What follows belongs to an exercise in optimizing a design on an open flow for small area, a short achievable clock period and few clock cycles per item; a production flow would make more cautious choices.
Only simulation tests tie the RTL to the original design; equivalence was not proved.
Power figures rest on the tool's default switching activity, not on a simulated workload.

$ cat flow/design.v
module etrle_enc (
    input  wire       clk,
    input  wire       rst,
    input  wire       in_valid,
    output wire       in_ready,
    input  wire [7:0] in_data,
    input  wire       in_last,     
    input  wire       in_empty,    
    output wire       out_valid,
    input  wire       out_ready,
    output wire [7:0] out_data
);
    localparam [1:0] S_IDLE = 2'd0;    
    localparam [1:0] S_STEP = 2'd1;    
    localparam [1:0] S_LAST = 2'd2;    
    localparam [1:0] S_END  = 2'd3;    
    localparam [1:0] E_IDLE = 2'd0;
    localparam [1:0] E_CTRL = 2'd1;
    localparam [1:0] E_DATA = 2'd2;
    localparam [1:0] E_EOL  = 2'd3;
    reg [1:0] state;
    reg [1:0] em_state;
    reg [7:0] cur;
    reg       cur_last;
    reg       have_prev;
    reg [7:0] prev;
    reg       left_nz;       
    reg       eol_sent;      
    reg       run_lit;
    reg [6:0] run_len;
    reg [7:0] buffer [0:126];
    reg       em_lit;
    reg [6:0] em_len;
    reg [6:0] em_idx;
    wire em_busy = (em_state != E_IDLE);
    reg       push;
    reg [7:0] push_byte;
    reg       push_lit;
    always @(*) begin
        push      = 1'b0;
        push_byte = prev;
        push_lit  = 1'b1;
        case (state)
            S_STEP: begin
                push     = have_prev;
                push_lit = (prev != 8'd0) || (left_nz && cur != 8'd0);
            end
            S_LAST: begin
                push     = have_prev;
                push_lit = (prev != 8'd0);
            end
            default: ;
        endcase
    end
    wire need_flush = push && (run_len != 7'd0) &&
                      ((push_lit != run_lit) || (run_len == 7'd127));
    assign in_ready = (state == S_IDLE);
    always @(posedge clk) begin
        if (rst) begin
            state     <= S_IDLE;
            em_state  <= E_IDLE;
            have_prev <= 1'b0;
            left_nz   <= 1'b0;
            run_len   <= 7'd0;
            eol_sent  <= 1'b0;
        end else begin
            case (em_state)
                E_CTRL: if (out_ready) begin
                    if (em_lit) begin
                        em_idx   <= 7'd0;
                        em_state <= E_DATA;
                    end else begin
                        em_state <= E_IDLE;
                    end
                end
                E_DATA: if (out_ready) begin
                    if (em_idx == em_len - 7'd1)
                        em_state <= E_IDLE;
                    else
                        em_idx <= em_idx + 7'd1;
                end
                E_EOL: if (out_ready)
                    em_state <= E_IDLE;
                default: ;
            endcase
            case (state)
                S_IDLE: begin
                    if (in_valid) begin
                        cur       <= in_data;
                        cur_last  <= in_last;
                        state     <= in_empty ? S_END : S_STEP;
                    end
                end
                S_STEP, S_LAST: begin
                    if (!em_busy) begin
                        if (need_flush) begin
                            em_lit   <= run_lit;
                            em_len   <= run_len;
                            em_state <= E_CTRL;
                            run_len  <= 7'd0;
                        end else begin
                            if (push) begin
                                if (push_lit)
                                    buffer[run_len] <= push_byte;
                                run_lit <= push_lit;
                                run_len <= run_len + 7'd1;
                            end
                            if (state == S_STEP) begin
                                left_nz   <= have_prev && (prev != 8'd0);
                                prev      <= cur;
                                have_prev <= 1'b1;
                                state     <= cur_last ? S_LAST : S_IDLE;
                            end else begin
                                have_prev <= 1'b0;
                                left_nz   <= 1'b0;
                                state     <= S_END;
                            end
                        end
                    end
                end
                S_END: begin
                    if (!em_busy) begin
                        if (run_len != 7'd0) begin
                            em_lit   <= run_lit;
                            em_len   <= run_len;
                            em_state <= E_CTRL;
                            run_len  <= 7'd0;
                        end else if (!eol_sent) begin
                            em_state <= E_EOL;
                            eol_sent <= 1'b1;
                        end else begin
                            eol_sent <= 1'b0;
                            state    <= S_IDLE;
                        end
                    end
                end
                default: state <= S_IDLE;
            endcase
        end
    end
    assign out_valid = em_busy;
    assign out_data  = (em_state == E_CTRL) ? {~em_lit, em_len} :
                       (em_state == E_DATA) ? buffer[em_idx] :
                       8'h00;
endmodule
$ cat flow/run.sh
#!/bin/bash
# synth_recipe.tcl (not shown) runs the flow's synth.tcl, then flattens the netlist and writes it again
# the make line also repeats each setting of config.mk as NAME=value (left out here)
make -C /OpenROAD-flow-scripts/flow DESIGN_CONFIG=/design/flow/config.mk WORK_HOME=/design/flow/orfs CLKGATE_MAP_FILE= SYNTH_SCRIPT=/design/flow/synth_recipe.tcl finish
$ cat flow/config.mk
export PLATFORM = sky130hd
export DESIGN_NAME = etrle_enc
export DESIGN_NICKNAME = etrle_enc
export VERILOG_FILES = /design/flow/design.v
export SDC_FILE = /design/flow/constraint.sdc
export NUM_CORES = 4
export LEC_CHECK = 0
export CAP_MARGIN = 20
export CORE_MARGIN = 2
export CORE_UTILIZATION = 40
export PLACE_DENSITY = 0.6
export SLEW_MARGIN = 20
$ cat flow/constraint.sdc
create_clock -name core_clock -period 8.0 [get_ports {clk}]
set_input_delay 1.6000 -clock core_clock [delete_from_list [all_inputs] [get_ports {clk}]]
set_output_delay 1.6000 -clock core_clock [all_outputs]
set_load 0.01 [all_outputs]
==> summary.md <==
| Metric | Value |
|---|---|
| Critical Path Start Type | `register` |
| DRC Markers | `0` |
| PortBufs | `23` |
| Slew headroom | `24.2%` |
| FP Rows | `119` |
| Num CTS Buffers | `105` |
| Post-synth EDFFs | `1,049` |
| Worst hold slack | `0.441 ns` |
| Seq/Total Area, Yosys | `75.7%` |
| Final WL | `101 mm` |
| Hold Crit Class | `reg -> reg` |
| Setup Fix Bufs, Post-CTS | `0` |
| Clk sinks | `1,070` |
| DRT antenna net count | `0` |
| Setup violations, final | `0` |
| R2r setup slk | `3.41 ns` |
| Mean Syn Cell Area | `19.3 sq um` |
| Slew Viols, Final | `0` |
| Initial core utilization | `40.2%` |
| Total track usage | `18.8%` |
| Post-synthesis cell count | `2,186` |
| Netlist cell types | `60` |
| Clock slew at reported path FFs | `0.06 ns` |
| Vias | `21,300` |
| Post-synth top area cell | `edfxtp_1` |
| Final worst-path setup slack | `1.53 ns` |
| DP Area | `44,000 sq um` |
| Async set or reset register ratio after synthesis | `0%` |
| VDD IR max | `186 uV` |
| Net count, final | `2,267` |
| Setup Skew | `0.0186 ns` |
| Synth Cell Area | `42,200 sq um` |
| Placed Cells incl. Taps | `3,528` |
| Drt pass-1 iters | `7` |
| Wire per inst | `27.2 um` |
| Area contributors post-synth | `edfxtp_1, mux4_2, mux2i_1` |
| DR iter-0 viols | `2,568` |
| Root Driver | `clkbuf_16` |
| CTS Hold Buffers Added | `0` |
| First-pass GRT wire length | `148 mm` |
| Final Cycle Share | `80.9%` |
| Clock latency on the worst-skew pair | `0.67 ns` |
| Static leakage power | `14.9 nW` |
| Power per cell area | `269 nW/um^2` |
| CP Max Fanout | `35` |
| Pre-CTS WS | `2.24 ns` |
| RSZ-0062 raised after global routing | `false` |
| Yosys top cell area share | `74.7%` |
| Antenna violations before repair | `4` |
| Fin util | `45.2%` |
| Fillers | `8,784` |
| Worst setup path category | `reg -> out` |
| Worst slew pin tran | `1.14 ns` |
| Setup_tns | `0 ns` |
| Worst setup EP type | `output port` |
| Clk buf depth | `3` |
| Worst Path Required | `6.40 ns` |
| Achievable Freq | `155 MHz` |
| Synth Register Bits | `1,070` |
| Final HPWL DP | `61.7 mm` |
| N_diodes | `0` |
| Full die area | `108,000 sq um` |
| GPL Wtd Cong | `0.853` |
| Core area | `105,000 sq um` |
| Ys flop type | `edfxtp_1` |
| I/O pins | `24` |
| Final cell count without fillers | `3,723` |
| Layout cells sized above 1 | `18.4%` |
| Global route overflow | `0` |
| Status | `complete, no violations` |
| Fin crit period | `6.47 ns` |
| Chip width | `329 um` |
| Vias in the first global route | `21,700` |
| CTS tree | `built` |
| Synth Warn # | `1` |
| Area Overhead vs Synth | `12.5%` |
| CP arrival | `4.87 ns` |
| Max Cap Viol | `0` |
| Largest net degree at the start of global routing | `105` |
| Design area | `47,400 sq um` |
| Post-CTS Resized | `0` |
| Final Power | `12.8 mW` |
| Vias/cell | `5.73` |
| Final Hold Vio Count | `0` |
| Synthesized Nets | `2,208` |
| H-tree depth | `3` |
| Die Height | `329 um` |
area by class of cell:
type / instances / area (sq um) / share of cell area (%)
flip-flops and latches: 1070 / 31900 / 67.3
multi-input cells: 978 / 9670 / 20.4
clock buffers: 121 / 2710 / 5.71
well taps: 1391 / 1740 / 3.67
clock inverters: 73 / 696 / 1.47
repair buffers: 66 / 611 / 1.29
inverters: 24 / 90.1 / 0.190
power breakdown:
| group | leakage, nW | switching [mW] | internal [mW] | total, mW |
|---|---|---|---|---|
| clock network | 1.66 | 2.08 | 2.79 | 4.87 |
| logic | 3.60 | 0.965 | 0.521 | 1.49 |
| registers | 9.61 | 0.101 | 6.33 | 6.43 |
| total | 14.9 | 3.15 | 9.64 | 12.8 |
cell families after synthesis:
kind of cell    count (synthesis)  share of synthesized area, %
flops                        1070                          75.7
simple gates                  383                          4.38
mux                           335                          14.1
compound gates                236                          3.83
buf+inv                       138                          1.42
xor+xnor                       16                         0.332
fa+ha+maj                       8                         0.237
per-layer routing:
layer  vias to the layer above  part of all wire, %  track usage, %
met3                       147                  6.9            3.20
li1                       9091                    -               -
met2                       806                   49            30.7
met1                     11300                   42            26.2
met4                         4                  2.1            4.95
met5                         -                0.031               0
Yosys cell counts (23+ instances only):
cell type	number
a21oi_1	49
mux4_2	208
nor2_1	168
nor3_1	23
nand2_1	84
clkbuf_1	57
edfxtp_1	1049
o221ai_1	28
a31oi_1	25
mux2i_1	126
nand3_1	37
buf_2	34
flip-flops by register name, indices dropped and copies added (netlist names), named ones only:
name,cells
prev,8
left_nz,1
eol_sent,1
cur,8
have_prev,1
run_lit,1
run_len,7
em_idx,7
cur_last,1
state,2
em_state,2
em_lit,1
em_len,7
buffer,1016
critical path, stage by stage (launching register included):
cell             delay, ns
dfxtp_4               0.69
buf_4                 0.54
buf_4                 0.45
nand2b_1              0.16
nor2_1                0.49
a22oi_1               0.27
a31oi_1               0.40
o31ai_1               0.24
o31ai_1               0.24
clkdlybuf4s50_1       0.65
worst paths after layout:
path,from,to,depth (start not counted)
min,cur[3],prev[3],0
min reg2reg,cur[3],prev[3],0
max reg2reg,prev[1],buffer[59][2],7
max,register,out_data[1],9
layout by cell type (no fill, tap or decap), drive strengths merged, types with 7 or more instances in the layout:
cell	netlist	routed
nand2	86	86
bufinv	0	11
dfxtp	21	21
clkbuf	57	121
xnor2	9	9
mux4	208	208
nor2	170	170
buf	57	43
a221oi	7	7
o21ai	23	23
clkinv	2	51
and2	7	7
nand3	40	40
and3	7	7
mux2i	126	126
edfxtp	1049	1049
clkinvlp	0	8
clkdlybuf4s50	0	23
nor3	23	23
o311ai	7	7
nand2b	9	9
o22ai	22	22
o31ai	9	9
a22oi	22	22
o211ai	10	10
xor2	7	7
a21oi	49	49
nor2b	16	16
a22o	7	7
inv	22	27
ha	8	8
a31oi	25	25
a211oi	14	14
o221ai	28	28
Testbench counts, summed over its fixed seeds: cycles 345,023, bytes 119,443.

[static timing again, ports no longer ideal]
The flow's constraints put no driver on any port. The routed layout listed below was extracted and timed again, unchanged, in two steps.
Step 1, drivers: a clkbuf_16 drives clk and a buf_2 each remaining input, both assumed.
Step 2 adds t to the input delays and takes it off the output delays; t is the mean of the earliest and latest rising clock arrival at the registers after step 1. Input paths then give back, and output paths get back, about the clock's delay inside the block.
Three values: ideal, step 1, step 2; two values: the first two.
shift t [ns]: 0.736
slack for setup (ns): 1.530 / 1.459 / 2.196
hold WS [ns]: 0.441 / 0.441 / 0.441
clock arrival spread, ns: 0.028 / 0.029
pins driven straight from the clock port: 1
After both steps setup and hold are still met in this run. For this run, drivers alone change the setup slack by -0.071 ns; drivers and shift together by +0.666 ns.
